From an optimization exercise on the open Yosys and OpenROAD flow, aimed at small area, a short achievable clock period and few clock cycles; shortcuts taken in it are not production practice. Where RTL was checked, it was by simulation tests only, not by an equivalence proof against the original. For runs 1 and 2, only the layout was checked, not whether the RTL still works. No activity file was given, so power comes from the tool's default toggle rates.

### flow/design.v
module fbp_framer_rx (
    input  wire        clk,
    input  wire        rst,
    input  wire        in_valid,
    input  wire [7:0]  in_data,
    output wire        in_ready,
    output reg         ev_valid,
    output reg  [1:0]  ev_kind,
    output reg  [4:0]  ev_type,
    output reg  [10:0] ev_id,
    output reg  [15:0] ev_meta,
    output reg  [7:0]  ev_len,
    output reg         pl_valid,
    output reg  [7:0]  pl_data,
    output reg         pl_last,
    output reg         busy,
    output reg  [31:0] stat_ignored,
    output reg  [31:0] stat_resync
);
    localparam integer M  = 16;          
    localparam integer K  = 17;          
    localparam integer L  = M * K;       
    localparam integer QD = 4;           
    localparam [2:0] S_SOF1  = 3'd0,
                     S_SOF2  = 3'd1,
                     S_FTYPE = 3'd2,
                     S_DHDR  = 3'd3,
                     S_STORE = 3'd4;
    localparam [1:0] EV_DATA  = 2'd1,
                     EV_LINK  = 2'd2,
                     EV_ERROR = 2'd3;
    localparam [31:0] CRC_RESIDUE = 32'hDEBB20E3;
    function [8:0] padd(input [8:0] x, input [3:0] k);
        reg [9:0] s;
        begin
            s = {1'b0, x} + {6'd0, k};
            padd = (s >= L) ? s - L : s[8:0];
        end
    endfunction
    function [8:0] psub(input [8:0] a, input [8:0] b);
        reg [9:0] s;
        begin
            s = {1'b0, a} - {1'b0, b};
            psub = s[9] ? s + L : s[8:0];
        end
    endfunction
    function [4:0] tapidx(input [8:0] a, input [8:0] t);
        reg [5:0] d;
        begin
            d = {1'b0, a[8:4]} - {1'b0, t[8:4]};
            tapidx = d[5] ? d[4:0] + K : d[4:0];
        end
    endfunction
    function [7:0] lencrc(input [7:0] x);
        reg [7:0] c;
        integer i;
        begin
            c = x;
            for (i = 0; i < 8; i = i + 1)
                c = c[7] ? ((c << 1) ^ 8'hD7) : (c << 1);
            lencrc = c;
        end
    endfunction
    function [31:0] crc32_byte(input [31:0] c_in, input [7:0] d);
        reg [31:0] c;
        integer i;
        begin
            c = c_in ^ {24'd0, d};
            for (i = 0; i < 8; i = i + 1)
                c = c[0] ? ((c >> 1) ^ 32'hEDB88320) : (c >> 1);
            crc32_byte = c;
        end
    endfunction
    function is_link_type(input [4:0] t);
        is_link_type = (t == 5'h0F) || (t == 5'h17) || (t == 5'h1B) ||
                       (t == 5'h1D) || (t == 5'h1E);
    endfunction
    reg  [8*L-1:0] ring;
    reg  [8:0]     tn;           
    reg  [7:0]     in_q;
    reg            vq;
    reg            rdy;
    reg  [8:0]     wp;
    reg  [4:0]     wtap;         
    assign in_ready = rdy;
    wire [8*L-1:0] ring_rot = {ring[7:0], ring[8*L-1:8]};
    integer j;
    reg [8*L-1:0] ring_nx;
    always @* begin
        ring_nx = ring_rot;
        for (j = 0; j < K; j = j + 1)
            if (vq && wtap == j)
                ring_nx[8*((j*M + L - 1) % L) +: 8] = in_q;
    end
    always @(posedge clk)
        ring <= ring_nx;
    function [7:0] tap_rd(input [4:0] t);
        integer k;
        begin
            tap_rd = 8'd0;
            for (k = 0; k < K; k = k + 1)
                if (t == k) tap_rd = ring[8*(k*M) +: 8];
        end
    endfunction
    reg [8:0]  fa;           
    reg        fal;          
    reg [4:0]  ftap;         
    reg        byp;          
    reg [8:0]  rp;           
    reg [7:0]  rb;
    reg        rbv;
    reg [2:0]  state;
    reg [8:0]  sp2;          
    reg [3:0]  n;            
    reg [8:0]  rem;          
    reg        last;         
    reg        is_sync;
    reg [31:0] crc;
    reg        crc_ok;
    reg [1:0]  ign_d;
    reg        err_d;
    reg        d_act;
    reg        dal;
    reg [4:0]  dtap;
    reg [8:0]  d_a;
    reg [7:0]  d_cnt;
    reg        dz;           
    reg [8:0]  q_s [0:QD-1];
    reg [7:0]  q_l [0:QD-1];
    reg [1:0]  q_wr, q_rd;
    reg [2:0]  q_n;
    reg [8:0]  tail_r;
    reg        space_ok;
    reg        rst_q;        
    reg        is_data;      
    reg [7:0]  lc_exp;       
    wire b55 = (rb == 8'h55);
    wire b00 = (rb == 8'h00);
    wire [4:0] bt = rb[7:3];
    wire q_full = q_n[2];
    wire stall = rbv && state == S_STORE && last && is_data && q_full;
    wire cons  = rbv && !stall;
    reg [2:0] nx_state;
    reg       nx_sp;             
    reg       do_err, do_jump, do_disp;
    reg [1:0] ign;
    always @* begin
        nx_state = state;
        nx_sp    = 1'b0;
        do_err   = 1'b0;
        do_jump  = 1'b0;
        do_disp  = 1'b0;
        ign      = 2'd0;
        case (state)
            S_SOF1: begin
                if (b55) begin
                    nx_sp = 1'b1; nx_state = S_SOF2;
                end else begin
                    do_err = 1'b1; ign = 2'd1;
                end
            end
            S_SOF2: begin
                if (b00) nx_state = S_FTYPE;
                else if (b55) begin ign = 2'd1; nx_sp = 1'b1; end
                else begin do_err = 1'b1; ign = 2'd2; nx_state = S_SOF1; end
            end
            S_FTYPE: begin
                if (bt == 5'd0) nx_state = S_DHDR;
                else if (is_link_type(bt)) nx_state = S_STORE;
                else begin
                    do_err = 1'b1;
                    if (b55) begin ign = 2'd2; nx_sp = 1'b1; nx_state = S_SOF2; end
                    else begin ign = 2'd3; nx_state = S_SOF1; end
                end
            end
            S_DHDR: begin
                if (n == 4'd5) begin
                    if (rb != lc_exp) begin
                        do_err = 1'b1; ign = 2'd2; do_jump = 1'b1; nx_state = S_SOF1;
                    end else nx_state = S_STORE;
                end
            end
            default: begin
                if (last) begin
                    if (b55 && crc_ok) begin
                        do_disp = 1'b1; nx_sp = 1'b1; nx_state = S_SOF2;
                    end else begin
                        do_err = 1'b1; ign = 2'd2; do_jump = 1'b1; nx_state = S_SOF1;
                    end
                end
            end
        endcase
    end
    wire [7:0] f_tap   = tap_rd(ftap);
    wire       f_ok    = byp ? vq : fal;
    wire       f_load  = (!rbv || cons) && f_ok;
    wire       jump    = cons && do_jump;
    wire       f_take  = f_load && !jump;
    wire [8:0] fa1     = padd(fa, 4'd1);
    wire [7:0] d_tap   = tap_rd(dtap);
    wire       d_rd    = d_act && dal;
    wire       d_done  = d_rd && dz;
    wire       d_free  = !d_act || d_done;
    wire       q_push  = cons && do_disp && is_data;
    wire       q_pop   = d_free && q_n != 3'd0;
    wire [8:0] q_head  = q_s[q_rd];
    wire [8:0] cand_tail = (state == S_DHDR || state == S_STORE) ? sp2 : rp;
    wire [8:0] tail = d_act ? d_a : (q_n != 3'd0) ? q_head : cand_tail;
    wire       acc    = in_valid && rdy;
    wire [3:0] al0    = wp[3:0] + {3'd0, vq} - tn[3:0] - 4'd1;
    wire [3:0] al1    = wp[3:0] + {3'd0, vq} - tn[3:0];
    wire [8:0] wp1    = padd(wp, 4'd1);
    always @(posedge clk)
        rst_q <= rst;
    always @(posedge clk) begin
        if (rst_q) begin
            tn           <= 9'd1;
            vq           <= 1'b0;
            rdy          <= 1'b0;
            wp           <= 9'd0;
            fa           <= 9'd0;
            fal          <= 1'b0;
            byp          <= 1'b1;
            rp           <= 9'd0;
            rbv          <= 1'b0;
            state        <= S_SOF1;
            is_sync      <= 1'b1;
            ign_d        <= 2'd0;
            err_d        <= 1'b0;
            d_act        <= 1'b0;
            q_n          <= 3'd0;
            q_wr         <= 2'd0;
            q_rd         <= 2'd0;
            space_ok     <= 1'b0;
            tail_r       <= 9'd0;
            ev_valid     <= 1'b0;
            pl_valid     <= 1'b0;
            busy         <= 1'b0;
            stat_ignored <= 32'd0;
            stat_resync  <= 32'd0;
        end else begin
            tn   <= padd(tn, 4'd1);
            in_q <= in_data;
            vq   <= acc;
            if (vq) wp <= wp1;
            if (!vq) wtap <= tapidx(wp, tn);
            rdy  <= !rst && space_ok && (acc ? (al1 == 4'd0) : (al0 == 4'd0));
            tail_r   <= tail;
            space_ok <= (psub(wp, tail_r) <= L - 6);
            if (f_load) rb <= byp ? in_q : f_tap;
            rbv <= jump ? 1'b0 : f_take ? 1'b1 : cons ? 1'b0 : rbv;
            if (jump) begin
                fa   <= sp2;
                rp   <= sp2;
                fal  <= (sp2[3:0] == tn[3:0]);
                ftap <= tapidx(sp2, tn);
                byp  <= 1'b0;
            end else if (f_take) begin
                fa   <= fa1;
                rp   <= fa;
                byp  <= vq ? byp : (fa1 == wp);
            end else begin
                fal  <= (fa[3:0] == tn[3:0]);
                ftap <= tapidx(fa, tn);
                byp  <= vq ? 1'b0 : byp;
            end
            stat_ignored <= stat_ignored + {30'd0, ign_d};
            stat_resync  <= stat_resync + {31'd0, err_d};
            ign_d <= 2'd0;
            err_d <= 1'b0;
            ev_valid <= 1'b0;
            ev_kind  <= (cons && do_err) ? EV_ERROR : is_data ? EV_DATA : EV_LINK;
            if (cons) begin
                state <= nx_state;
                if (nx_sp) sp2 <= padd(rp, 4'd2);
                n     <= (n == 4'd8) ? n : n + 4'd1;
                if (nx_state == S_SOF2 || nx_state == S_SOF1) n <= 4'd1;
                if (state == S_SOF2 && b00) n <= 4'd2;
                rem  <= rem - 9'd1;
                last <= (rem == 9'd2);
                if (state == S_FTYPE) begin
                    is_data     <= (rb[7:3] == 5'd0);
                    ev_type     <= rb[7:3];
                    ev_id[10:8] <= rb[2:0];
                    crc   <= crc32_byte(32'hFFFFFFFF, rb);
                    rem   <= 9'd6;
                    last  <= 1'b0;
                end else begin
                    crc <= crc32_byte(crc, rb);
                end
                crc_ok <= (crc32_byte(crc, rb) == CRC_RESIDUE);
                if (n == 4'd3) ev_id[7:0] <= rb;
                if (n == 4'd4 && state == S_DHDR) begin
                    ev_len <= rb;
                    lc_exp <= lencrc(rb);
                    rem    <= {1'b0, rb} + 9'd9;
                    last   <= 1'b0;
                end
                if (n == 4'd6) ev_meta[7:0]  <= rb;
                if (n == 4'd7) ev_meta[15:8] <= rb;
                ign_d <= ign;
                if (do_err && is_sync) begin
                    is_sync  <= 1'b0;
                    err_d    <= 1'b1;
                    ev_valid <= !rst;
                end
                if (do_disp) begin
                    is_sync  <= 1'b1;
                    ev_valid <= !rst;
                end
            end
            pl_valid <= d_rd && !rst;
            pl_data  <= d_tap;
            pl_last  <= dz;
            if (q_pop) begin
                d_act <= 1'b1;
                d_a   <= q_head;
                d_cnt <= q_l[q_rd];
                dz    <= (q_l[q_rd] == 8'd0);
                dal   <= (q_head[3:0] == tn[3:0]);
                dtap  <= tapidx(q_head, tn);
                q_rd  <= q_rd + 2'd1;
            end else begin
                if (d_done) d_act <= 1'b0;
                if (d_rd) begin
                    d_a   <= padd(d_a, 4'd1);
                    d_cnt <= d_cnt - 8'd1;
                    dz    <= (d_cnt == 8'd1);
                end else begin
                    dal  <= (d_a[3:0] == tn[3:0]);
                    dtap <= tapidx(d_a, tn);
                end
            end
            q_n <= q_n + {2'd0, q_push} - {2'd0, q_pop};
            if (q_push) begin
                q_s[q_wr] <= padd(sp2, 4'd6);
                q_l[q_wr] <= ev_len;
                q_wr      <= q_wr + 2'd1;
            end
            busy <= rst || acc || rbv || f_ok || !byp || vq || (q_n != 3'd0) ||
                    (d_act && !d_done);
        end
    end
endmodule
### flow/flow/run.sh
#!/bin/bash
# Standard layout, with the setup repair aiming at a tighter slack than the clock needs.
set -euo pipefail
export SETUP_SLACK_MARGIN=8.6
bash standard.sh > standard_flow.log 2>&1
### flow/standard.sh
#!/bin/bash
# synth_recipe.tcl (not shown) runs the flow's synth.tcl, then flattens the netlist and writes it again
# the make line also repeats each setting of config.mk as NAME=value (left out here)
make -C /OpenROAD-flow-scripts/flow DESIGN_CONFIG=/design/flow/config.mk WORK_HOME=/design/flow/orfs CLKGATE_MAP_FILE= SYNTH_SCRIPT=/design/flow/synth_recipe.tcl "${@:-finish}"
### flow/config.mk
export PLATFORM = sky130hd
export DESIGN_NAME = fbp_framer_rx
export DESIGN_NICKNAME = fbp_framer_rx
export VERILOG_FILES = /design/flow/design.v
export SDC_FILE = /design/flow/constraint.sdc
export NUM_CORES = 4
export LEC_CHECK = 0
export CAP_MARGIN = 20
export CORE_MARGIN = 2
export CORE_UTILIZATION = 30
export CTS_BUF_LIST = sky130_fd_sc_hd__clkbuf_8 sky130_fd_sc_hd__clkbuf_16
export CTS_CLUSTER_DIAMETER = 60
export CTS_CLUSTER_SIZE = 30
export PLACE_DENSITY = 0.45
export SLEW_MARGIN = 20
### flow/constraint.sdc
create_clock -name core_clock -period 12.0 [get_ports {clk}]
set_input_delay 2.4000 -clock core_clock [delete_from_list [all_inputs] [get_ports {clk}]]
set_output_delay 2.4000 -clock core_clock [all_outputs]
set_load 0.01 [all_outputs]
==> impl_metrics.env, run 1 <==
export IMPL_status="timing/DRC/antenna clean"
export IMPL_synth_edf_count=234
export IMPL_p_leak_uw=0.0307
export IMPL_first_pass_iters=5
export IMPL_ff2ff_setup_slack_ps=8750
export IMPL_cts_tree="built"
export IMPL_slew_violations=0
export IMPL_skew_ps=57.9
export IMPL_grt_pass1_wl_um=214000
export IMPL_rsz0062_at_grt="yes"
export IMPL_grt_usage_pct=12.2
export IMPL_r2r_end="rb[3]"
export IMPL_crit_required_ps=9600
export IMPL_ys_flop_type="dfxtp_1"
export IMPL_synthDistinctLibCells=89
export IMPL_yosysWarnings=1
export IMPL_rr_worst_depth=5
export IMPL_synth_cells=4825
export IMPL_initial_core_util_pct=30.2
export IMPL_hp_class="reg -> reg"
export IMPL_fp_dieH_um=483
export IMPL_fin_setup_tns_ps=0
export IMPL_path_class="reg -> out"
export IMPL_nets=5227
export IMPL_fill_cells=21926
export IMPL_grt_pass1_vias=33515
export IMPL_clkTransAtPathRegs_ps=100
export IMPL_wl_per_cell_um=17.4
export IMPL_synth_top_family_by_area="simple AND/OR/NAND/NOR gates"
export IMPL_port_buffers=129
export IMPL_die_w_um=483
export IMPL_vias=34524
export IMPL_period_needed_ps=3960
export IMPL_finalCoreUtilization_pct=35.2
export IMPL_hold_depth=0
export IMPL_critical_path_top_delay_family="flip-flops"
export IMPL_crit_path_top_delay_cell="edfxtp_1"
export IMPL_clk_path_buf_depth=3
export IMPL_ios=130
export IMPL_synthMuxAreaShare_pct=3.81
export IMPL_crit_buf_inv=1
export IMPL_grt_max_degree=71
export IMPL_cp_max_fo=1
export IMPL_synth_nets=4947
export IMPL_cts_sinks=2546
export IMPL_vias_per_cell=4.19
export IMPL_areaGrowthSynthToFinish_pct=16.4
export IMPL_synth_xor_area_share_pct=4.52
export IMPL_fmax_ghz=0.252
export IMPL_powerDensity_nw_per_um2=196
export IMPL_synth_compound_area_share_pct=4.68
export IMPL_layout_drive_gt1_share_pct=15.7
export IMPL_hold_viol=0
export IMPL_cp_end_kind="output port"
export IMPL_max_slew_margin_rel_pct=28.0
export IMPL_gr_total_overflow=0
export IMPL_synth_area_top_cells="dfxtp_1 67%, edfxtp_1 10%, xnor2_1 2.4%"
export IMPL_gp_congestion=0.826
export IMPL_drc=0
export IMPL_cts_buffers=151
export IMPL_core_area_um2=228000
export IMPL_pre_cts_ws_ps=8060
export IMPL_crit_path_cell_trace="buf_2"
export IMPL_hp_start="ring[290]"
export IMPL_cp_start_kind="flip-flop"
export IMPL_multiInputGateArea_um2=14700
export IMPL_rows=175
export IMPL_worstMarginPinSlew_ps=1080
export IMPL_die_area_um2=233000
export IMPL_antenna_found_initial=9
export IMPL_drt_antenna_violating_nets=0
export IMPL_hold_path_endpoint="ring[282]"
export IMPL_setup_slack_ps=8040
export IMPL_async_reset_ff_share_pct=0
export IMPL_synth_avg_cell_area_um2=14.3
export IMPL_ir_worst_vdd_mv=0.123
export IMPL_regArea_um2=53400
export IMPL_arrival_ps=1560
export IMPL_drv_cap=0
export IMPL_clk_latency_ps=830
export IMPL_synthSimpleGateAreaFrac_pct=5.93
export IMPL_ys_seq_elements=2546
export IMPL_r2r_start="ftap[1]"
export IMPL_critical_path_max_stage_delay_ps=540
export IMPL_drt_iter0_drc=2160
export IMPL_ys_seq_area_share_pct=77.5
export IMPL_totalWireLength_um=143000
export IMPL_synth_top_cell_area_share_pct=67.3
export IMPL_synth_adder_area_share_pct=2.12
export IMPL_clockRootBuffer="clkbuf_16"
export IMPL_fin_crit_sh_pct=33.0
export IMPL_dp_hpwl_um=93700
export IMPL_htree_levels=4
export IMPL_setup_viol_count_final=0
export IMPL_hold_slack_ps=306
export IMPL_synth_area_um2=68800
export IMPL_synth_area_leader_cell="dfxtp_1"
export IMPL_finalPower_uw=15700
[kinds of logic after synthesis]
kind of cell             after synthesis
multiplexers                         212
AND/OR/NAND/NOR                      838
adder cells (fa/ha/maj)              111
AO/OA/AOI/OAI                        519
XOR/XNOR                             342
flip-flops                          2546
buffers and inverters                257
[metrics by stage]
step,cell area (um^2),std cells
4_1_cts,79700,8206
2_1_floorplan,68800,4825
3_3_place_gp,73600,7862
5_1_grt,80000,8233
6_report,80000,8234
3_5_place_dp,73700,7864
[power breakdown]
part	total, uW	switching [uW]	internal (uW)
registers	8760	95.4	8660
clock network	5810	3110	2700
logic	1100	692	409
total	15700	3890	11800
[routing by layer]
layer  part of all wire (%)  wire length, um  global-route usage (%)  up-vias
met5                      0                0                       0        -
met4                    2.4             3510                    3.60        0
met3                    5.1             7260                    2.48      221
met2                     45            63800                    19.1      697
met1                     48            68800                    17.0    16850
li1                       -                -                       -    16756
[repair_timing]
| action | 4_1_cts | 5_1_grt |
|---|---|---|
| hold buffers | 0 | 0 |
| setup endpoints to repair | 203 | 191 |
| setup buffers | 70 | 26 |
| gates resized for setup | 653 | 39 |
| pin swaps | 1 | 2 |
[sequential cells by signal (all words and copies together) (netlist names), 9 cells and up, named ones only]
name          flops
fa                9
q_s              36
stat_ignored     32
q_l              32
crc              32
tn                9
stat_resync      32
sp2               9
rem               9
ring           2176
wp                9
ev_meta          16
ev_id            11
d_a               9
rp                9
tail_r            9
[area by class of cell]
class / count / share of cell area [%]
sequential: 2546 / 66.8
multi-input combinational: 2022 / 18.4
clock buffer: 158 / 4.88
tap: 3009 / 4.70
timing repair buffer: 272 / 2.79
clock inverter: 114 / 1.96
inverter: 112 / 0.535
antenna: 1 / 0.00313
[synthesized netlist by cell type (78+ instances only)]
cell type	count
nand3_1	78
xnor2_1	186
xor2_1	147
edfxtp_1	234
o21ai_0	128
dfxtp_1	2312
clkbuf_1	113
mux2_2	128
inv_1	112
nor2_1	237
ha_1	102
nand2_1	230
a21oi_1	161
[worst max-delay path by stage]
stage                     cells past startpoint  slack [ps]          to       start
final                                         1        8040  pl_data[3]  pl_data[3]
after detailed placement                      3        8060         rdy         rst
after floorplan                               2        8670         rdy         rst
after CTS                                     1        7870  pl_data[3]  pl_data[3]
after global placement                        3        8050         rdy         rst
after global routing                          1        7950  pl_data[3]  pl_data[3]
[placed cells by master, fill, tap and decap left out, types with 78 or more instances in the layout]
master,Yosys,routed
dfxtp_1,2312,2240
edfxtp_1,234,234
o21ai_0,128,128
clkbuf_16,0,154
xor2_1,147,144
ha_1,102,101
mux2_2,128,128
inv_1,112,117
nand3_1,78,78
a21oi_1,161,156
xnor2_1,186,184
buf_4,1,136
nand2_1,230,229
nor2_1,237,235
==> run 2: changes to the inputs <==
--- a/flow/design.v
+++ b/flow/design.v
@@ -213,32 +213,7 @@
     always @(posedge clk)
         rst_q <= rst;
     always @(posedge clk) begin
-        if (rst_q) begin
-            tn           <= 9'd1;
-            vq           <= 1'b0;
-            rdy          <= 1'b0;
-            wp           <= 9'd0;
-            fa           <= 9'd0;
-            fal          <= 1'b0;
-            byp          <= 1'b1;
-            rp           <= 9'd0;
-            rbv          <= 1'b0;
-            state        <= S_SOF1;
-            is_sync      <= 1'b1;
-            ign_d        <= 2'd0;
-            err_d        <= 1'b0;
-            d_act        <= 1'b0;
-            q_n          <= 3'd0;
-            q_wr         <= 2'd0;
-            q_rd         <= 2'd0;
-            space_ok     <= 1'b0;
-            tail_r       <= 9'd0;
-            ev_valid     <= 1'b0;
-            pl_valid     <= 1'b0;
-            busy         <= 1'b0;
-            stat_ignored <= 32'd0;
-            stat_resync  <= 32'd0;
-        end else begin
+        begin
             tn   <= padd(tn, 4'd1);
             in_q <= in_data;
             vq   <= acc;
@@ -340,5 +315,31 @@
             busy <= rst || acc || rbv || f_ok || !byp || vq || (q_n != 3'd0) ||
                     (d_act && !d_done);
         end
+        if (rst_q) begin
+            tn           <= 9'd1;
+            vq           <= 1'b0;
+            rdy          <= 1'b0;
+            wp           <= 9'd0;
+            fa           <= 9'd0;
+            fal          <= 1'b0;
+            byp          <= 1'b1;
+            rp           <= 9'd0;
+            rbv          <= 1'b0;
+            state        <= S_SOF1;
+            is_sync      <= 1'b1;
+            ign_d        <= 2'd0;
+            err_d        <= 1'b0;
+            d_act        <= 1'b0;
+            q_n          <= 3'd0;
+            q_wr         <= 2'd0;
+            q_rd         <= 2'd0;
+            space_ok     <= 1'b0;
+            tail_r       <= 9'd0;
+            ev_valid     <= 1'b0;
+            pl_valid     <= 1'b0;
+            busy         <= 1'b0;
+            stat_ignored <= 32'd0;
+            stat_resync  <= 32'd0;
+        end
     end
 endmodule
==> flow/flow/run.sh (replaced) <==
#!/bin/bash
# Standard layout, with the setup repair aiming at a tighter slack than the clock needs
# and a clock tree built from larger sink clusters without dummy loads.
set -euo pipefail
export SETUP_SLACK_MARGIN=8.6
export CTS_ARGS="-sink_clustering_enable -repair_clock_nets -sink_clustering_size 35 -sink_clustering_max_diameter 60 -buf_list {sky130_fd_sc_hd__clkbuf_8 sky130_fd_sc_hd__clkbuf_16} -dont_use_dummy_load"
bash standard.sh > standard_flow.log 2>&1
==> flow/config.mk (replaced) <==
export PLATFORM = sky130hd
export DESIGN_NAME = fbp_framer_rx
export DESIGN_NICKNAME = fbp_framer_rx
export VERILOG_FILES = /design/flow/design.v
export SDC_FILE = /design/flow/constraint.sdc
export NUM_CORES = 4
export LEC_CHECK = 0
export CAP_MARGIN = 20
export CORE_MARGIN = 2
export CORE_UTILIZATION = 50
export PLACE_DENSITY = 0.65
export SLEW_MARGIN = 20
==> run 2 against run 1 <==
Non-clock buffer count decreased by 14. Sequential share of layout area grew 3.3 points. Sequential power about the same. Setup slack better by 220 ps. Clock power shrank 25%. First-iteration DRC count is 7.4% higher. Utilization rose by 21 points. Die area fell by 40%. Register-to-register slack got worse by 50 ps. Area after synthesis decreased by 0.23%.
==> impl_metrics.env, run 2 <==
export IMPL_synth_avg_cell_area_um2=14.3
export IMPL_hp_start="ring[1494]"
export IMPL_drv_cap=0
export IMPL_switchingPower_uw=3200
export IMPL_cts_tree="built"
export IMPL_synth_edf_count=215
export IMPL_port_buffers=129
export IMPL_pre_cts_ws_ps=7910
export IMPL_p_leak_uw=0.0294
export IMPL_crit_required_ps=9600
export IMPL_drt_antenna_violating_nets=0
export IMPL_finalPower_uw=14300
export IMPL_cp_end_kind="output port"
export IMPL_rows=135
export IMPL_regMostFlops="ring"
export IMPL_totalWireLength_um=124000
export IMPL_ir_worst_vdd_mv=0.140
export IMPL_worstSetupStartpoint="ev_len[4]"
export IMPL_period_needed_ps=3740
export IMPL_fin_setup_tns_ps=0
export IMPL_layout_drive_gt1_share_pct=13.6
export IMPL_crit_path_top_delay_cell="edfxtp_1"
export IMPL_ys_seq_area_share_pct=77.4
export IMPL_cts_buffers=131
export IMPL_path_class="reg -> out"
export IMPL_vias_per_cell=4.91
export IMPL_clk_path_buf_depth=3
export IMPL_rsz0062_at_grt="yes"
export IMPL_synthDistinctLibCells=87
export IMPL_combPwrFrac_pct=8.1
export IMPL_setup_viol_count_final=0
export IMPL_grt_usage_pct=17.5
export IMPL_vias=33464
export IMPL_cp_start_kind="flip-flop"
export IMPL_first_pass_iters=6
export IMPL_cp_max_fo=2
export IMPL_crit_path_cell_trace="buf_2"
export IMPL_areaGrowthSynthToFinish_pct=10.7
export IMPL_setup_slack_ps=8260
export IMPL_arrival_ps=1340
export IMPL_synth_commonest_cells="2331 x dfxtp_1, 250 x nand2_1, 221 x nor2_1"
export IMPL_yosysWarnings=1
export IMPL_synth_area_top_cells="dfxtp_1 68%, edfxtp_1 9.4%, xnor2_1 2.7%"
export IMPL_ys_flop_type="dfxtp_1"
export IMPL_fin_crit_sh_pct=31.2
export IMPL_die_area_um2=140000
export IMPL_die_w_um=375
export IMPL_fmax_ghz=0.267
export IMPL_cts_sinks=2546
export IMPL_clock_power_share_pct=30.4
export IMPL_synth_area_um2=68600
export IMPL_skew_ps=107
export IMPL_clk_latency_ps=790
export IMPL_reg_top3="ring x2176, q_s x36"
export IMPL_fp_dieH_um=375
export IMPL_nets=5162
export IMPL_grt_pass1_vias=32207
export IMPL_htree_levels=4
export IMPL_crit_buf_inv=1
export IMPL_clkTransAtPathRegs_ps=110
export IMPL_grt_max_degree=76
export IMPL_clockRootBuffer="clkbuf_16"
export IMPL_gp_congestion=0.888
export IMPL_dp_hpwl_um=82600
export IMPL_critical_path_top_delay_family="flip-flops"
export IMPL_synth_nets=4916
export IMPL_antenna_found_initial=1
export IMPL_critical_path_max_stage_delay_ps=420
export IMPL_synth_area_leader_cell="dfxtp_1"
export IMPL_final_common_cell="dfxtp_1"
export IMPL_synth_top_cell_area_share_pct=68.0
export IMPL_ys_seq_elements=2546
export IMPL_initial_core_util_pct=50.5
export IMPL_p_int_uw=11100
export IMPL_largest_reg_flops=2176
export IMPL_ios=130
export IMPL_r2r_start="rb[5]"
export IMPL_slew_violations=0
export IMPL_grt_pass1_wl_um=189000
export IMPL_switching_share_pct=22.4
export IMPL_status="timing/DRC/antenna clean"
export IMPL_cts_hold_buf=0
export IMPL_finalCoreUtilization_pct=56.0
export IMPL_wl_per_cell_um=18.2
export IMPL_powerDensity_nw_per_um2=188
export IMPL_max_slew_margin_rel_pct=36.8
export IMPL_hp_class="reg -> reg"
export IMPL_async_reset_ff_share_pct=0
export IMPL_synth_cells=4794
export IMPL_p_seq_share_pct=61.5
export IMPL_layout_common_cells="2250 x dfxtp_1, 248 x nand2_1, 221 x nor2_1, 215 x edfxtp_1, 210 x xnor2_1"
export IMPL_gr_total_overflow=0
export IMPL_worstMarginPinSlew_ps=941
export IMPL_yosysMostFrequentCell="dfxtp_1"
export IMPL_drc=0
export IMPL_drt_iter0_drc=2319
export IMPL_core_area_um2=136000
export IMPL_hold_viol=0
run 2: what timing repair did:
| action | 4_1_cts | 5_1_grt |
|---|---|---|
| pin swaps | 0 | 4 |
| hold endpoints to repair | 0 | 0 |
| endpoints found under the setup margin | 208 | 199 |
| resized for setup | 643 | 35 |
| setup buffers | 68 | 20 |
run 2: power by group through the flow:
| stage | Clock (uW) | Sequential [uW] | Combinational [uW] |
|---|---|---|---|
| 2_1_floorplan | 0 | 8920 | 837 |
| 3_3_place_gp | 0 | 8970 | 1130 |
| 3_5_place_dp | 0 | 8970 | 1140 |
| 4_1_cts | 4490 | 8780 | 1140 |
| 5_1_grt | 4780 | 8800 | 1280 |
| 6_report | 4350 | 8780 | 1160 |
run 2: logic make-up after synthesis:
kind of cell	count (synthesis)	synth area share [%]
flops	2546	77.4
buf+inv	256	1.46
mux	216	4.03
simple gates	823	5.76
compound gates	488	4.44
xor+xnor	354	4.79
fa+ha+maj	111	2.12
run 2: metal layers:
layer	vias up	global-route usage [%]	wire (um)
met5	-	0	12
met4	2	7.15	4190
met3	256	2.94	5440
met2	713	27.2	55000
met1	16080	24.5	59500
li1	16413	-	-
run 2: area by class of cell:
class	instances	area, um^2
fillers	10858	59800
well taps	1781	2230
inverters	111	418
clock buffers	131	3280
multi-input cells	1992	14700
flip-flops and latches	2546	53200
repair buffers	258	2150
diodes	2	5.00
run 2: stage by stage:
stage               hold WS [ps]  instances  cell area (um^2)
floorplan                    310       4794             68600
global placement             310       6600             72000
detailed placement           312       6600             72000
CTS                          246       6799             75700
global route                 237       6819             76000
finish                       248       6821             76000
run 2: final timing paths:
path / to / slack, ps / depth (start not counted)
worst max-delay path: ev_len[4] / 8260 / 1
worst min-delay path: ring[1486] / 250 / 0
worst max register to register: q_n[2] / 8700 / 16
worst min register to register: ring[1486] / 250 / 0
==> run 3: changes to the inputs <==
--- a/flow/design.v
+++ b/flow/design.v
@@ -133,6 +133,10 @@
     reg        space_ok;
     reg        rst_q;        
     reg        is_data;      
+    reg [4:0]  h_type;       
+    reg [10:0] h_id;
+    reg [15:0] h_meta;
+    reg [7:0]  h_len;
     reg [7:0]  lc_exp;       
     wire b55 = (rb == 8'h55);
     wire b00 = (rb == 8'h00);
@@ -244,6 +248,10 @@
             ign_d <= 2'd0;
             err_d <= 1'b0;
             ev_valid <= 1'b0;
+            ev_type  <= h_type;
+            ev_id    <= h_id;
+            ev_meta  <= h_meta;
+            ev_len   <= h_len;
             ev_kind  <= (cons && do_err) ? EV_ERROR : is_data ? EV_DATA : EV_LINK;
             if (cons) begin
                 state <= nx_state;
@@ -255,8 +263,8 @@
                 last <= (rem == 9'd2);
                 if (state == S_FTYPE) begin
                     is_data     <= (rb[7:3] == 5'd0);
-                    ev_type     <= rb[7:3];
-                    ev_id[10:8] <= rb[2:0];
+                    h_type      <= rb[7:3];
+                    h_id[10:8]  <= rb[2:0];
                     crc   <= crc32_byte(32'hFFFFFFFF, rb);
                     rem   <= 9'd6;
                     last  <= 1'b0;
@@ -264,15 +272,15 @@
                     crc <= crc32_byte(crc, rb);
                 end
                 crc_ok <= (crc32_byte(crc, rb) == CRC_RESIDUE);
-                if (n == 4'd3) ev_id[7:0] <= rb;
+                if (n == 4'd3) h_id[7:0] <= rb;
                 if (n == 4'd4 && state == S_DHDR) begin
-                    ev_len <= rb;
+                    h_len  <= rb;
                     lc_exp <= lencrc(rb);
                     rem    <= {1'b0, rb} + 9'd9;
                     last   <= 1'b0;
                 end
-                if (n == 4'd6) ev_meta[7:0]  <= rb;
-                if (n == 4'd7) ev_meta[15:8] <= rb;
+                if (n == 4'd6) h_meta[7:0]  <= rb;
+                if (n == 4'd7) h_meta[15:8] <= rb;
                 ign_d <= ign;
                 if (do_err && is_sync) begin
                     is_sync  <= 1'b0;
@@ -309,7 +317,7 @@
             q_n <= q_n + {2'd0, q_push} - {2'd0, q_pop};
             if (q_push) begin
                 q_s[q_wr] <= padd(sp2, 4'd6);
-                q_l[q_wr] <= ev_len;
+                q_l[q_wr] <= h_len;
                 q_wr      <= q_wr + 2'd1;
             end
             busy <= rst || acc || rbv || f_ok || !byp || vq || (q_n != 3'd0) ||
--- a/flow/config.mk
+++ b/flow/config.mk
@@ -5,6 +5,7 @@
 export SDC_FILE = /design/flow/constraint.sdc
 export NUM_CORES = 4
 export LEC_CHECK = 0
+export ABC_AREA = 1
 export CAP_MARGIN = 20
 export CORE_MARGIN = 2
 export CORE_UTILIZATION = 50
==> run 3 against run 2 <==
Non-clock buffer count is 28 lower. Sequential power is 1% higher. Cell count is 10% higher. Largest cell class unchanged. Area after synthesis is 0.12% higher. Highest routed layer is now met4. Critical endpoint is now pl_data[3]. Still clean on timing, DRC and antenna. First-iteration DRC count rose by 17%. Hold slack got worse by 5.9 ps. Sequential share of layout area is 1.2 points higher. Largest power group unchanged.
==> impl_metrics.env, run 3 <==
export IMPL_cts_tree="built"
export IMPL_final_common_cell="dfxtp_1"
export IMPL_skew_ps=125
export IMPL_fill_cells=11259
export IMPL_yosysWarnings=1
export IMPL_fin_setup_tns_ps=0
export IMPL_multiInputGateArea_um2=13000
export IMPL_switching_share_pct=22.4
export IMPL_status="timing/DRC/antenna clean"
export IMPL_nets=5852
export IMPL_fmax_ghz=0.275
export IMPL_drt_antenna_violating_nets=0
export IMPL_cp_end_kind="output port"
export IMPL_hp_class="reg -> reg"
export IMPL_path_class="reg -> out"
export IMPL_slew_violations=0
export IMPL_switchingPower_uw=3150
export IMPL_reg_top3="ring x2176, q_s x36"
export IMPL_gr_total_overflow=0
export IMPL_max_slew_margin_rel_pct=33.5
export IMPL_core_area_um2=137000
export IMPL_drc=0
export IMPL_synth_nets=5585
export IMPL_ys_flop_type="dfxtp_1"
export IMPL_worstMarginPinSlew_ps=997
export IMPL_clock_power_share_pct=29.5
export IMPL_regMostFlops="ring"
export IMPL_period_needed_ps=3640
export IMPL_htree_levels=3
export IMPL_clockRootBuffer="clkbuf_16"
export IMPL_cts_sinks=2586
export IMPL_vias_per_cell=4.77
export IMPL_areaGrowthSynthToFinish_pct=10.5
export IMPL_drt_iter0_drc=2724
export IMPL_grt_usage_pct=17.6
export IMPL_cp_max_fo=1
export IMPL_synth_commonest_cells="2371 x dfxtp_1, 840 x nand2_1, 385 x inv_1"
export IMPL_clk_latency_ps=790
export IMPL_p_int_uw=10900
export IMPL_die_w_um=375
export IMPL_fp_dieH_um=375
export IMPL_cts_hold_buf=0
export IMPL_ys_seq_area_share_pct=78.5
export IMPL_largest_reg_flops=2176
export IMPL_grt_pass1_vias=33542
export IMPL_fin_crit_sh_pct=30.3
export IMPL_first_pass_iters=6
export IMPL_rsz0062_at_grt="yes"
export IMPL_synth_area_top_cells="dfxtp_1 69%, edfxtp_1 9.4%, nand2_1 4.6%"
export IMPL_synth_edf_count=215
export IMPL_synth_top_cell_area_share_pct=69.1
export IMPL_drv_cap=0
export IMPL_clk_path_buf_depth=3
export IMPL_p_seq_share_pct=63.4
export IMPL_gp_congestion=0.867
export IMPL_crit_path_top_delay_cell="dfxtp_2"
export IMPL_vias=35922
export IMPL_arrival_ps=1240
export IMPL_ios=130
export IMPL_port_buffers=129
export IMPL_yosysMostFrequentCell="dfxtp_1"
export IMPL_crit_required_ps=9600
export IMPL_crit_path_cell_trace="buf_6"
export IMPL_layout_common_cells="2268 x dfxtp_1, 837 x nand2_1, 382 x inv_1, 314 x o21ai_0, 302 x nor2_1"
export IMPL_critical_path_top_delay_family="flip-flops"
export IMPL_synth_avg_cell_area_um2=12.6
export IMPL_layout_drive_gt1_share_pct=8.66
export IMPL_wl_per_cell_um=16.6
export IMPL_regArea_um2=54100
export IMPL_setup_viol_count_final=0
export IMPL_synthDistinctLibCells=57
export IMPL_synth_area_leader_cell="dfxtp_1"
export IMPL_critical_path_max_stage_delay_ps=340
export IMPL_synth_cells=5463
export IMPL_totalWireLength_um=125000
export IMPL_dp_hpwl_um=84700
export IMPL_ir_worst_vdd_mv=0.166
export IMPL_grt_pass1_wl_um=192000
export IMPL_cts_buffers=118
export IMPL_combPwrFrac_pct=7.2
export IMPL_clkTransAtPathRegs_ps=120
export IMPL_crit_buf_inv=1
export IMPL_async_reset_ff_share_pct=0
export IMPL_synth_area_um2=68700
export IMPL_finalCoreUtilization_pct=55.4
export IMPL_powerDensity_nw_per_um2=185
export IMPL_rows=136
export IMPL_ys_seq_elements=2586
export IMPL_antenna_found_initial=6
export IMPL_p_leak_uw=0.0301
export IMPL_initial_core_util_pct=50.2
export IMPL_hold_viol=0
export IMPL_cp_start_kind="flip-flop"
export IMPL_die_area_um2=140000
export IMPL_grt_max_degree=63
## run 3: area by class of cell
cell class / count / area share, %
flip-flops and latches: 2586 / 71.2
multi-input cells: 2394 / 17.1
clock buffers: 118 / 3.89
well taps: 1794 / 2.96
repair buffers: 230 / 2.75
inverters: 396 / 2.00
repair inverters: 4 / 0.0313
diodes: 4 / 0.0132
## run 3: stage by stage
stage | setup WS (ps) | cells | instance area, um^2 | hold WS [ps] | total power (uW)
global placement | 8010 | 7324 | 72100 | 309 | 10000
detailed placement | 8010 | 7324 | 72100 | 312 | 10100
floorplan | 8810 | 5463 | 68700 | 310 | 9740
CTS | 8290 | 7507 | 75700 | 244 | 14100
global route | 8300 | 7522 | 75900 | 229 | 14600
finish | 8360 | 7526 | 75900 | 242 | 14000
## run 3: layer usage
layer	global-route usage (%)	share of wire, %
met3	2.49	4.8
met2	26.5	43
met5	0	0
met1	26.3	50
met4	5.27	2.9
## run 3: final timing paths
check	to	cells after the start	slack, ps	start
min	ring[1101]	0	240	ring[1109]
min reg2reg	ring[1101]	0	240	ring[1109]
max	pl_data[3]	1	8360	pl_data[3]
max reg2reg	ring[1535]	7	8730	vq
## run 3: cells by family after synthesis
family	synth area share, %
flip-flops	78.5
XOR/XNOR	3.20
AND/OR/NAND/NOR	9.04
adder cells (fa/ha/maj)	2.12
multiplexers	0.0747
buffers and inverters	2.71
AO/OA/AOI/OAI	4.39
## run 3: timing repair
item                                    in CTS  in global routing
pin swaps                                    0                  0
endpoints found under the setup margin     162                142
setup buffers                               62                 14
resized for setup                          684                 40
gates cloned                                 3                  1
## run 3: power by group through the flow
stage	registers [uW]	clock network [uW]	logic [uW]
floorplan	9050	0	691
global route	8910	4540	1130
detailed placement	9090	0	970
global placement	9080	0	950
finish	8900	4130	1000
CTS	8890	4250	982
Testbench counts of run 3, summed over its fixed seeds: cycles 42,455.
==> run 4: changes to the inputs <==
--- a/flow/config.mk
+++ b/flow/config.mk
@@ -5,7 +5,6 @@
 export SDC_FILE = /design/flow/constraint.sdc
 export NUM_CORES = 4
 export LEC_CHECK = 0
-export ABC_AREA = 1
 export CAP_MARGIN = 20
 export CORE_MARGIN = 2
 export CORE_UTILIZATION = 50
==> run 4 against run 3 <==
Largest power group unchanged. Cell count is 8.2% lower. Critical path depth stayed put. Hold slack worse by 20 ps. Total power is 2.8% higher. Non-clock buffer count is 29 higher.
==> impl_metrics.env, run 4 <==
export IMPL_gp_congestion=0.924
export IMPL_die_w_um=376
export IMPL_final_common_cell="dfxtp_1"
export IMPL_arrival_ps=1230
export IMPL_hold_viol=0
export IMPL_nets=5236
export IMPL_worstMarginPinSlew_ps=1070
export IMPL_pre_cts_ws_ps=8110
export IMPL_fmax_ghz=0.276
export IMPL_period_needed_ps=3630
export IMPL_regArea_um2=54100
export IMPL_path_class="reg -> out"
export IMPL_hp_class="reg -> reg"
export IMPL_fin_setup_tns_ps=0
export IMPL_fin_crit_sh_pct=30.2
export IMPL_synth_area_leader_cell="dfxtp_1"
export IMPL_crit_required_ps=9600
export IMPL_hold_path_endpoint="ring[194]"
export IMPL_slew_violations=0
export IMPL_synth_edf_count=215
export IMPL_synth_nets=4996
export IMPL_grt_busiest_layer="met2"
export IMPL_status="timing/DRC/antenna clean"
export IMPL_crit_buf_inv=1
export IMPL_clockRootBuffer="clkbuf_16"
export IMPL_grtUsageMet3_pct=2.89
export IMPL_crit_path_cell_trace="buf_6"
export IMPL_drc=0
export IMPL_setup_viol_count_final=0
export IMPL_yosysMostFrequentCell="dfxtp_1"
export IMPL_final_area_um2=76800
export IMPL_wl_per_cell_um=18.8
export IMPL_grt_pass1_vias=32775
export IMPL_ys_seq_area_share_pct=77.8
export IMPL_synth_top_cell_area_share_pct=68.5
export IMPL_rsz0062_at_grt="yes"
export IMPL_grt_pass1_wl_um=196000
export IMPL_clkTransAtPathRegs_ps=110
export IMPL_synth_cells=4874
export IMPL_r2r_end="byp"
export IMPL_largest_reg_flops=2176
export IMPL_regMostFlops="ring"
export IMPL_vias=34159
export IMPL_ys_flop_type="dfxtp_1"
export IMPL_powerDensity_nw_per_um2=188
export IMPL_rows=136
export IMPL_cts_sinks=2586
export IMPL_ir_worst_vdd_mv=0.166
export IMPL_port_buffers=129
export IMPL_setup_slack_ps=8370
export IMPL_hold_depth=0
export IMPL_cp_start_kind="flip-flop"
export IMPL_yosysWarnings=1
export IMPL_grt_usage_pct=18.3
export IMPL_drv_cap=0
export IMPL_clk_path_buf_depth=3
export IMPL_async_reset_ff_share_pct=0
export IMPL_synth_avg_cell_area_um2=14.2
export IMPL_antenna_found_initial=6
export IMPL_synth_area_um2=69300
export IMPL_vias_per_cell=4.94
export IMPL_ios=130
export IMPL_cts_buffers=130
export IMPL_r2r_start="fa[1]"
export IMPL_fill_cells=11103
export IMPL_fp_dieH_um=376
export IMPL_synth_commonest_cells="2371 x dfxtp_1, 242 x nand2_1, 240 x nor2_1"
export IMPL_placed_cells=6683
export IMPL_synthDistinctLibCells=85
export IMPL_max_slew_margin_rel_pct=27.5
export IMPL_grt_max_degree=59
export IMPL_p_leak_uw=0.0297
export IMPL_hp_start="ring[202]"
export IMPL_ff2ff_setup_slack_ps=8500
export IMPL_clk_latency_ps=790
export IMPL_drt_antenna_violating_nets=0
export IMPL_htree_levels=4
export IMPL_layout_common_cells="2268 x dfxtp_1, 241 x nand2_1, 237 x nor2_1, 215 x edfxtp_1, 203 x xnor2_1"
export IMPL_reg_top3="ring x2176, q_s x36"
export IMPL_cts_tree="built"
export IMPL_dp_hpwl_um=86300
export IMPL_grtUsageMet2_pct=29.0
export IMPL_multiInputGateArea_um2=14500
export IMPL_totalWireLength_um=130000
export IMPL_ys_seq_elements=2586
export IMPL_initial_core_util_pct=50.4
export IMPL_use_met1_pct=25.5
export IMPL_layout_drive_gt1_share_pct=13.3
export IMPL_die_area_um2=142000
export IMPL_gr_total_overflow=0
export IMPL_cp_end_kind="output port"
export IMPL_rr_worst_depth=12
export IMPL_skew_ps=101
export IMPL_core_area_um2=137000
export IMPL_stdcell_count=6908
export IMPL_critical_path_top_delay_family="flip-flops"
export IMPL_synth_area_top_cells="dfxtp_1 68%, edfxtp_1 9.3%, xnor2_1 2.6%"
export IMPL_drt_iter0_drc=2501
export IMPL_crit_path_top_delay_cell="dfxtp_4"
export IMPL_cts_hold_buf=0
export IMPL_postPlaceCellArea_um2=72600
export IMPL_critical_path_max_stage_delay_ps=380
export IMPL_first_pass_iters=5
export IMPL_areaGrowthSynthToFinish_pct=10.8
export IMPL_finalPower_uw=14400
export IMPL_cp_max_fo=1
==> run 4: changes by cell type in the layout (fill, tap and decap cells not counted), moves of 26 or more <==
cell / previous run / this run
nand2_1: 837 / 241
inv_1: 382 / 115
o21ai_0: 314 / 168
xnor2_1: 75 / 203
mux2_2: 1 / 116
nand3_1: 142 / 69
mux2i_1: 4 / 70
nor2_1: 302 / 237
nand4_1: 83 / 22
and3_1: 0 / 30
mux4_2: 0 / 27
or3_1: 0 / 27
xor2_1: 146 / 120
==> run 4: worst max-delay path by stage <==
| stage | from | endpoint | slack (ps) | depth (start not counted) |
|---|---|---|---|---|
| 5_1_grt | fa[1] | byp | 8240 | 12 |
| 2_1_floorplan | rb[5] | q_n[2] | 8610 | 17 |
| 3_5_place_dp | rb[3] | q_n[2] | 8110 | 15 |
| 4_1_cts | pl_data[4] | pl_data[4] | 8300 | 1 |
| 3_3_place_gp | rst | rdy | 8140 | 4 |
| 6_report | pl_data[1] | pl_data[1] | 8370 | 1 |
==> run 4: worst register-to-register path, delay by kind of cell, from the launching register on <==
| kind | cells | cell delay (ps) |
|---|---|---|
| XOR/XNOR | 2 | 320 |
| adder cells (fa/ha/maj) | 2 | 540 |
| AO/OA/AOI/OAI | 2 | 580 |
| multiplexers | 1 | 260 |
| flip-flops | 1 | 450 |
| buffers and inverters | 1 | 80 |
| AND/OR/NAND/NOR | 4 | 1190 |
==> run 4: repair_timing <==
item | CTS | global route
buffers inserted | 66 | 26
pin swaps | 1 | 3
gates resized for setup | 673 | 48
setup endpoints to repair | 228 | 156
==> run 4: report_power, final <==
| part | switching [uW] | leakage (uW) | internal [uW] |
|---|---|---|---|
| sequential | 114 | 0.0212 | 8800 |
| clock | 2410 | 0.00160 | 1930 |
| combinational | 720 | 0.00693 | 449 |
==> run 4: layout make-up <==
class                   count  share of cell area (%)
diodes                      2                 0.00651
flip-flops and latches   2586                    70.4
inverters                 124                   0.615
clock buffers             130                    4.23
well taps                1794                    2.92
repair buffers            259                    3.01
multi-input cells        2013                    18.8
==> run 4: logic make-up (layout without fill, tap and decap cells) <==
kind of cell             Yosys count  count (layout)  synth area share, %
other                              0               2                    0
AND/OR/NAND/NOR                  807             807                 5.52
multiplexers                     218             218                 3.84
buffers and inverters            275             513                 1.58
XOR/XNOR                         338             338                 4.44
AO/OA/AOI/OAI                    539             539                 4.74
flip-flops                      2586            2586                 77.8
adder cells (fa/ha/maj)          111             111                 2.10
==> run 4: metal layers <==
| metal | part of all wire, % | wire length [um] |
|---|---|---|
| met1 | 47 | 61300 |
| met5 | 0 | 0 |
| met4 | 3.3 | 4300 |
| met3 | 4.3 | 5620 |
| met2 | 45 | 58500 |
==> run 4: through the flow <==
step	hold slack [ps]	utilization [%]
final	221	55.9
after CTS	215	55.6
after floorplan	310	-
after global placement	310	52.8
after global routing	220	55.9
after detailed placement	312	52.8
==> run 5: changes to the inputs <==
==> flow/flow/run.sh (replaced) <==
#!/bin/bash
# Standard layout, with the setup repair aiming at a tighter slack than the clock needs
# and a clock tree built from larger sink clusters without dummy loads.
set -euo pipefail
export SETUP_SLACK_MARGIN=8.4
export CTS_ARGS="-sink_clustering_enable -repair_clock_nets -sink_clustering_size 35 -sink_clustering_max_diameter 60 -buf_list {sky130_fd_sc_hd__clkbuf_8 sky130_fd_sc_hd__clkbuf_16} -dont_use_dummy_load"
bash standard.sh > standard_flow.log 2>&1
==> run 5 against run 4 <==
Sequential power about the same. Final area shrank 0.53%. Setup slack lost 25 ps. Sequential share of layout area grew 0.35 points. Utilization shrank 0.29 points. Hold slack improved by 29 ps. Non-clock buffer count is 9 lower. Die area unchanged. Count of clock-buffer cells in the layout is 9 lower. Sequential cell count unchanged. Largest cell class unchanged. Highest routed layer unchanged.
==> impl_metrics.env, run 5 <==
export IMPL_grt_usage_pct=18.3
export IMPL_port_buffers=129
export IMPL_core_area_um2=137000
export IMPL_clk_path_buf_depth=3
export IMPL_die_area_um2=142000
export IMPL_multiInputGateArea_um2=14400
export IMPL_layout_drive_gt1_share_pct=12.6
export IMPL_grt_pass1_wl_um=196000
export IMPL_crit_buf_inv=1
export IMPL_drc=0
export IMPL_drt_antenna_violating_nets=0
export IMPL_arrival_ps=1250
export IMPL_clockRootBuffer="clkbuf_16"
export IMPL_ios=130
export IMPL_async_reset_ff_share_pct=0
export IMPL_synth_top_cell_area_share_pct=68.5
export IMPL_hold_viol=0
export IMPL_ys_seq_elements=2586
export IMPL_synth_xor_area_share_pct=4.44
export IMPL_areaGrowthSynthToFinish_pct=10.2
export IMPL_fin_setup_tns_ps=0
export IMPL_cp_max_fo=1
export IMPL_drt_iter0_drc=2421
export IMPL_die_w_um=376
export IMPL_synth_nets=4996
export IMPL_synth_edf_count=215
export IMPL_dp_hpwl_um=87300
export IMPL_clk_latency_ps=780
export IMPL_nets=5218
export IMPL_hold_slack_ps=251
export IMPL_critical_path_max_stage_delay_ps=390
export IMPL_ys_seq_area_share_pct=77.8
export IMPL_postPlaceCellArea_um2=72600
export IMPL_synth_top_family_by_area="simple AND/OR/NAND/NOR gates"
export IMPL_synthMuxAreaShare_pct=3.84
export IMPL_synth_cells=4874
export IMPL_wl_per_cell_um=19.0
export IMPL_layout_common_cells="2278 x dfxtp_1, 242 x nand2_1, 237 x nor2_1, 215 x edfxtp_1, 203 x xnor2_1"
export IMPL_final_common_cell="dfxtp_1"
export IMPL_worstMarginPinSlew_ps=1060
export IMPL_setup_viol_count_final=0
export IMPL_critical_path_top_delay_family="flip-flops"
export IMPL_drv_cap=0
export IMPL_synth_area_leader_cell="dfxtp_1"
export IMPL_fp_dieH_um=376
export IMPL_path_class="reg -> out"
export IMPL_fmax_ghz=0.274
export IMPL_max_slew_margin_rel_pct=29.5
export IMPL_synthDistinctLibCells=85
export IMPL_regArea_um2=54100
export IMPL_synth_compound_area_share_pct=4.74
export IMPL_skew_ps=118
export IMPL_yosysWarnings=1
export IMPL_antenna_found_initial=2
export IMPL_vias=34013
export IMPL_status="timing/DRC/antenna clean"
export IMPL_regMostFlops="ring"
export IMPL_synth_avg_cell_area_um2=14.2
export IMPL_reg_top3="ring x2176, q_s x36"
export IMPL_yosysMostFrequentCell="dfxtp_1"
export IMPL_grt_pass1_vias=32118
export IMPL_synth_area_um2=69300
export IMPL_vias_per_cell=4.94
export IMPL_cp_start_kind="flip-flop"
export IMPL_synth_adder_area_share_pct=2.10
export IMPL_first_pass_iters=6
export IMPL_grt_max_degree=59
export IMPL_initial_core_util_pct=50.4
export IMPL_p_leak_uw=0.0295
export IMPL_ir_worst_vdd_mv=0.169
export IMPL_largest_reg_flops=2176
export IMPL_synth_commonest_cells="2371 x dfxtp_1, 242 x nand2_1, 240 x nor2_1"
export IMPL_gr_total_overflow=0
export IMPL_crit_path_cell_trace="buf_6"
export IMPL_synthSimpleGateAreaFrac_pct=5.52
export IMPL_synth_area_top_cells="dfxtp_1 68%, edfxtp_1 9.3%, xnor2_1 2.6%"
export IMPL_cts_sinks=2586
export IMPL_slew_violations=0
export IMPL_period_needed_ps=3650
export IMPL_ys_flop_type="dfxtp_1"
export IMPL_htree_levels=3
export IMPL_gp_congestion=0.941
export IMPL_cts_tree="built"
export IMPL_cts_buffers=121
export IMPL_fill_cells=11013
export IMPL_rows=136
export IMPL_powerDensity_nw_per_um2=187
export IMPL_crit_path_top_delay_cell="dfxtp_4"
export IMPL_cp_end_kind="output port"
export IMPL_hp_class="reg -> reg"
export IMPL_finalPower_uw=14300
export IMPL_crit_required_ps=9600
export IMPL_clkTransAtPathRegs_ps=100
export IMPL_final_area_um2=76400
export IMPL_totalWireLength_um=131000
export IMPL_rsz0062_at_grt="yes"
export IMPL_fin_crit_sh_pct=30.4
run 5: layout make-up:
class / instances / area share (%)
antenna: 4 / 0.0131
clock buffer: 121 / 3.96
inverter: 124 / 0.619
multi-input combinational: 2013 / 18.9
sequential: 2586 / 70.8
tap: 1794 / 2.94
timing repair buffer: 250 / 2.84
run 5: where the power goes:
group	internal (uW)	leakage [uW]	switching, uW
clock	1790	0.00149	2400
sequential	8800	0.0212	121
combinational	446	0.00686	710
total	11000	0.0295	3230
run 5: cell families (layout without fill, tap and decap cells):
logic type,count (synthesis),after routing
mux,218,218
buf+inv,275,495
other cells,0,4
compound gates,539,539
simple gates,807,807
xor+xnor,338,338
fa+ha+maj,111,111
flops,2586,2586
run 5: worst reg2reg max path, stage by stage, from the launching register on:
cell and delay [ps]:
edfxtp_1 530, inv_1 220, ha_1 270, nand3b_1 370, or3b_2 300, a21oi_1 50
o21ai_0 400, nor2_1 130, o21ai_0 270, a21o_1 270, mux2i_1 380
run 5: per-layer routing:
| layer | GRT usage [%] | up-vias | routed length [um] | share of wire (%) |
|---|---|---|---|---|
| met3 | 2.83 | 252 | 5670 | 4.3 |
| li1 | - | 16621 | - | - |
| met1 | 25.5 | 16368 | 61600 | 47 |
| met4 | 6.67 | 0 | 4680 | 3.6 |
| met2 | 28.9 | 772 | 59200 | 45 |
| met5 | 0 | - | 0 | 0 |
run 5: through the flow:
step / setup slack (ps) / cells / utilization (%)
3_5_place_dp: 8160 / 6688 / 52.8
6_report: 8350 / 6892 / 55.6
2_1_floorplan: 8480 / 4874 / -
4_1_cts: 8270 / 6874 / 55.4
3_3_place_gp: 8170 / 6687 / 52.8
5_1_grt: 8270 / 6888 / 55.6
run 5: final timing paths:
kind,start,to,slack [ps],cells after the start
setup / recovery,pl_data[6],pl_data[6],8350,1
hold / removal,ring[75],ring[67],250,0
setup reg to reg,sp2[1],q_s[0][5],8630,10
hold reg to reg,ring[75],ring[67],250,0
run 5: timing repair:
action,CTS,global route
endpoints found under the setup margin,126,132
setup buffers,65,14
resized for setup,657,39
pin swaps,0,2
hold buffers,0,0
==> run 6: changes to the inputs <==
==> flow/flow/run.sh (replaced) <==
#!/bin/bash
# Standard layout, with the setup repair aiming at a tighter slack than the clock needs
# and a clock tree built from larger sink clusters without dummy loads.
set -euo pipefail
export SETUP_SLACK_MARGIN=8.6
export CTS_ARGS="-sink_clustering_enable -repair_clock_nets -sink_clustering_size 30 -sink_clustering_max_diameter 60 -buf_list {sky130_fd_sc_hd__clkbuf_8 sky130_fd_sc_hd__clkbuf_16} -dont_use_dummy_load"
bash standard.sh > standard_flow.log 2>&1
--- a/flow/config.mk
+++ b/flow/config.mk
@@ -7,6 +7,6 @@
 export LEC_CHECK = 0
 export CAP_MARGIN = 20
 export CORE_MARGIN = 2
-export CORE_UTILIZATION = 50
-export PLACE_DENSITY = 0.65
+export CORE_UTILIZATION = 30
+export PLACE_DENSITY = 0.45
 export SLEW_MARGIN = 20
==> run 6 against run 5 <==
Still clean. Total power is 4.4% higher. Highest routed layer unchanged. Setup slack got worse by 37 ps. Sequential share of layout area down 2.4 points. Final area up 3.6%.
==> impl_metrics.env, run 6 <==
export IMPL_crit_path_top_delay_cell="dfxtp_4"
export IMPL_largest_reg_flops=2176
export IMPL_ys_seq_area_share_pct=77.8
export IMPL_hold_path_endpoint="ring[1766]"
export IMPL_placed_cells=7922
export IMPL_reg_top3="ring x2176, q_s x36"
export IMPL_synth_commonest_cells="2371 x dfxtp_1, 242 x nand2_1, 240 x nor2_1"
export IMPL_cts_hold_buf=0
export IMPL_grt_max_degree=67
export IMPL_clockRootBuffer="clkbuf_16"
export IMPL_async_reset_ff_share_pct=0
export IMPL_worstMarginPinSlew_ps=1050
export IMPL_p_leak_uw=0.0301
export IMPL_cp_num_cells=1
export IMPL_antenna_found_initial=12
export IMPL_cts_tree="built"
export IMPL_gr_total_overflow=0
export IMPL_fmax_ghz=0.271
export IMPL_cp_max_fo=1
export IMPL_skew_ps=88.4
export IMPL_gp_congestion=0.866
export IMPL_drt_antenna_violating_nets=0
export IMPL_period_needed_ps=3690
export IMPL_max_slew_margin_rel_pct=29.8
export IMPL_crit_required_ps=9600
export IMPL_ys_seq_elements=2586
export IMPL_crit_path_cell_trace="buf_6"
export IMPL_path_class="reg -> out"
export IMPL_cts_sinks=2586
export IMPL_ff2ff_setup_slack_ps=8730
export IMPL_grt_pass1_vias=33217
export IMPL_synthDistinctLibCells=85
export IMPL_synth_area_um2=69300
export IMPL_final_area_um2=79200
export IMPL_fin_crit_sh_pct=30.7
export IMPL_cp_start_kind="flip-flop"
export IMPL_synth_area_top_cells="dfxtp_1 68%, edfxtp_1 9.3%, xnor2_1 2.6%"
export IMPL_wl_per_cell_um=17.2
export IMPL_layout_drive_gt1_share_pct=14.2
export IMPL_hp_start="ring[1774]"
export IMPL_wl_met3_um=6120
export IMPL_critical_path_top_delay_family="flip-flops"
export IMPL_layout_common_cells="2262 x dfxtp_1, 242 x nand2_1, 236 x nor2_1, 215 x edfxtp_1, 202 x xnor2_1"
export IMPL_yosysMostFrequentCell="dfxtp_1"
export IMPL_dp_hpwl_um=95000
export IMPL_finalCoreUtilization_pct=34.4
export IMPL_slew_violations=0
export IMPL_stdcell_count=8180
export IMPL_first_pass_iters=5
export IMPL_setup_viol_count_final=0
export IMPL_drt_met1_wl_um=66800
export IMPL_ys_flop_type="dfxtp_1"
export IMPL_powerDensity_nw_per_um2=188
export IMPL_drv_cap=0
export IMPL_cp_end_kind="output port"
export IMPL_hold_depth=0
export IMPL_die_area_um2=235000
export IMPL_top_layer="met4"
export IMPL_r2r_end="byp"
export IMPL_initial_core_util_pct=30.2
export IMPL_dr_wl_met2_um=64800
export IMPL_cts_buffers=153
export IMPL_clkTransAtPathRegs_ps=100
export IMPL_r2r_start="fa[2]"
export IMPL_rows=176
export IMPL_clk_path_buf_depth=3
export IMPL_synth_nets=4996
export IMPL_regMostFlops="ring"
export IMPL_fin_setup_tns_ps=0
export IMPL_postPlaceCellArea_um2=74200
export IMPL_htree_levels=4
export IMPL_grt_usage_pct=11.8
export IMPL_areaGrowthSynthToFinish_pct=14.2
export IMPL_core_area_um2=230000
export IMPL_port_buffers=129
export IMPL_drc=0
export IMPL_hold_viol=0
export IMPL_critical_path_max_stage_delay_ps=370
export IMPL_vias=34296
export IMPL_die_w_um=485
export IMPL_rr_worst_depth=13
export IMPL_crit_buf_inv=1
export IMPL_ir_worst_vdd_mv=0.133
export IMPL_grt_pass1_wl_um=210000
export IMPL_hp_class="reg -> reg"
export IMPL_status="timing/DRC/antenna clean"
export IMPL_synth_top_cell_area_share_pct=68.5
export IMPL_arrival_ps=1290
export IMPL_yosysWarnings=1
export IMPL_synth_avg_cell_area_um2=14.2
export IMPL_final_common_cell="dfxtp_1"
export IMPL_fp_dieH_um=485
export IMPL_synth_cells=4874
export IMPL_drt_iter0_drc=1977
export IMPL_clk_latency_ps=800
export IMPL_rsz0062_at_grt="yes"
export IMPL_vias_per_cell=4.19
export IMPL_ios=130
export IMPL_nets=5275
export IMPL_synth_edf_count=215
export IMPL_synth_area_leader_cell="dfxtp_1"
export IMPL_totalWireLength_um=141000
-- run 6: cell counts after synthesis --
No cell type changed its count.
-- run 6: worst max path at each step --
stage	start	endpoint	slack [ps]
after floorplan	rb[5]	q_n[2]	8610
after global placement	rb[2]	q_n[2]	7920
after detailed placement	ftap[0]	rb[0]	8220
after CTS	pl_data[6]	pl_data[6]	8200
after global routing	pl_data[6]	pl_data[6]	8220
final	pl_data[6]	pl_data[6]	8310
-- run 6: stage by stage --
step	hold WS [ps]	total power, uW	setup slack (ps)
3_3_place_gp	310	10300	7920
2_1_floorplan	310	9890	8610
3_5_place_dp	312	10300	8220
4_1_cts	257	15100	8200
6_report	261	14900	8310
5_1_grt	250	15600	8220
-- run 6: logic make-up (layout without fill, tap and decap cells) --
group	count (synthesis)	after routing	synth area share, %
flops	2586	2586	77.8
simple gates	807	807	5.52
compound gates	539	539	4.74
xor+xnor	338	338	4.44
buf+inv	275	552	1.58
mux	218	218	3.84
fa+ha+maj	111	111	2.10
other cells	0	3	0
-- run 6: report_power, final --
group          total (uW)  internal (uW)  switching, uW
Combinational        1170            451            717
Clock                4810           2260           2550
Sequential           8910           8800            106
-- run 6: repair_timing --
item	in CTS	in global routing
buffers inserted	73	29
resized for setup	702	59
setup endpoints to repair	199	148
pin swaps	3	3
-- run 6: final cells by class --
cell class	count	area (um^2)
diodes	3	7.51
fillers	22380	151000
repair buffers	275	2470
inverters	124	477
well taps	3026	3790
flip-flops and latches	2586	54100
multi-input cells	2013	14500
clock buffers	153	3830
-- run 6: metal layers --
metal  GRT usage [%]  vias to the layer above
li1                -                    16732
met1            16.0                    16638
met2            19.2                      694
met3            2.24                      232
met4            3.18                        0
met5               0                        -

==> port drivers added, routing unchanged <==
In the flow no input, the clock included, has a driving cell. The finished layouts below were timed again as built, in two steps.
Step 1 (the two cells are an assumption about what drives the block):
set clk [get_ports {clk}]
set_driving_cell -lib_cell sky130_fd_sc_hd__clkbuf_16 $clk
set_driving_cell -lib_cell sky130_fd_sc_hd__buf_2 [delete_from_list [all_inputs] $clk]
Step 2 times the ports against the registers' clock, not the clock port: input delays grow and output delays shrink by t, the midpoint of the rising clock arrivals with the driver on.
Three values: ideal ports, drivers, drivers and shift; two values: the first two.
run | t, ns | setup WS [ns] | worst hold slack (ns) | worst setup path after step 2 | slew at the worst register clock pin (ns)
run 1 | 0.878 | 8.038 / 7.957 / 8.026 | 0.306 / 0.306 / 0.306 | input to register | 0.11 / 0.11
run 2 | 0.816 | 8.260 / 8.186 / 8.001 | 0.248 / 0.248 / 0.248 | input to register | 0.12 / 0.12
run 3 | 0.804 | 8.359 / 8.284 / 8.130 | 0.242 / 0.242 / 0.242 | input to register | 0.12 / 0.12
run 4 | 0.815 | 8.372 / 8.295 / 8.111 | 0.221 / 0.221 / 0.221 | input to register | 0.12 / 0.12
run 5 | 0.802 | 8.348 / 8.271 / 8.166 | 0.251 / 0.251 / 0.251 | input to register | 0.12 / 0.12
run 6 | 0.845 | 8.311 / 8.230 / 8.332 | 0.261 / 0.261 / 0.261 | input to register | 0.11 / 0.11
After both steps setup and hold are still met in every run listed. The setup slack of run 4, which loses most, moves by -0.077 ns with the drivers and by -0.261 ns with both steps.
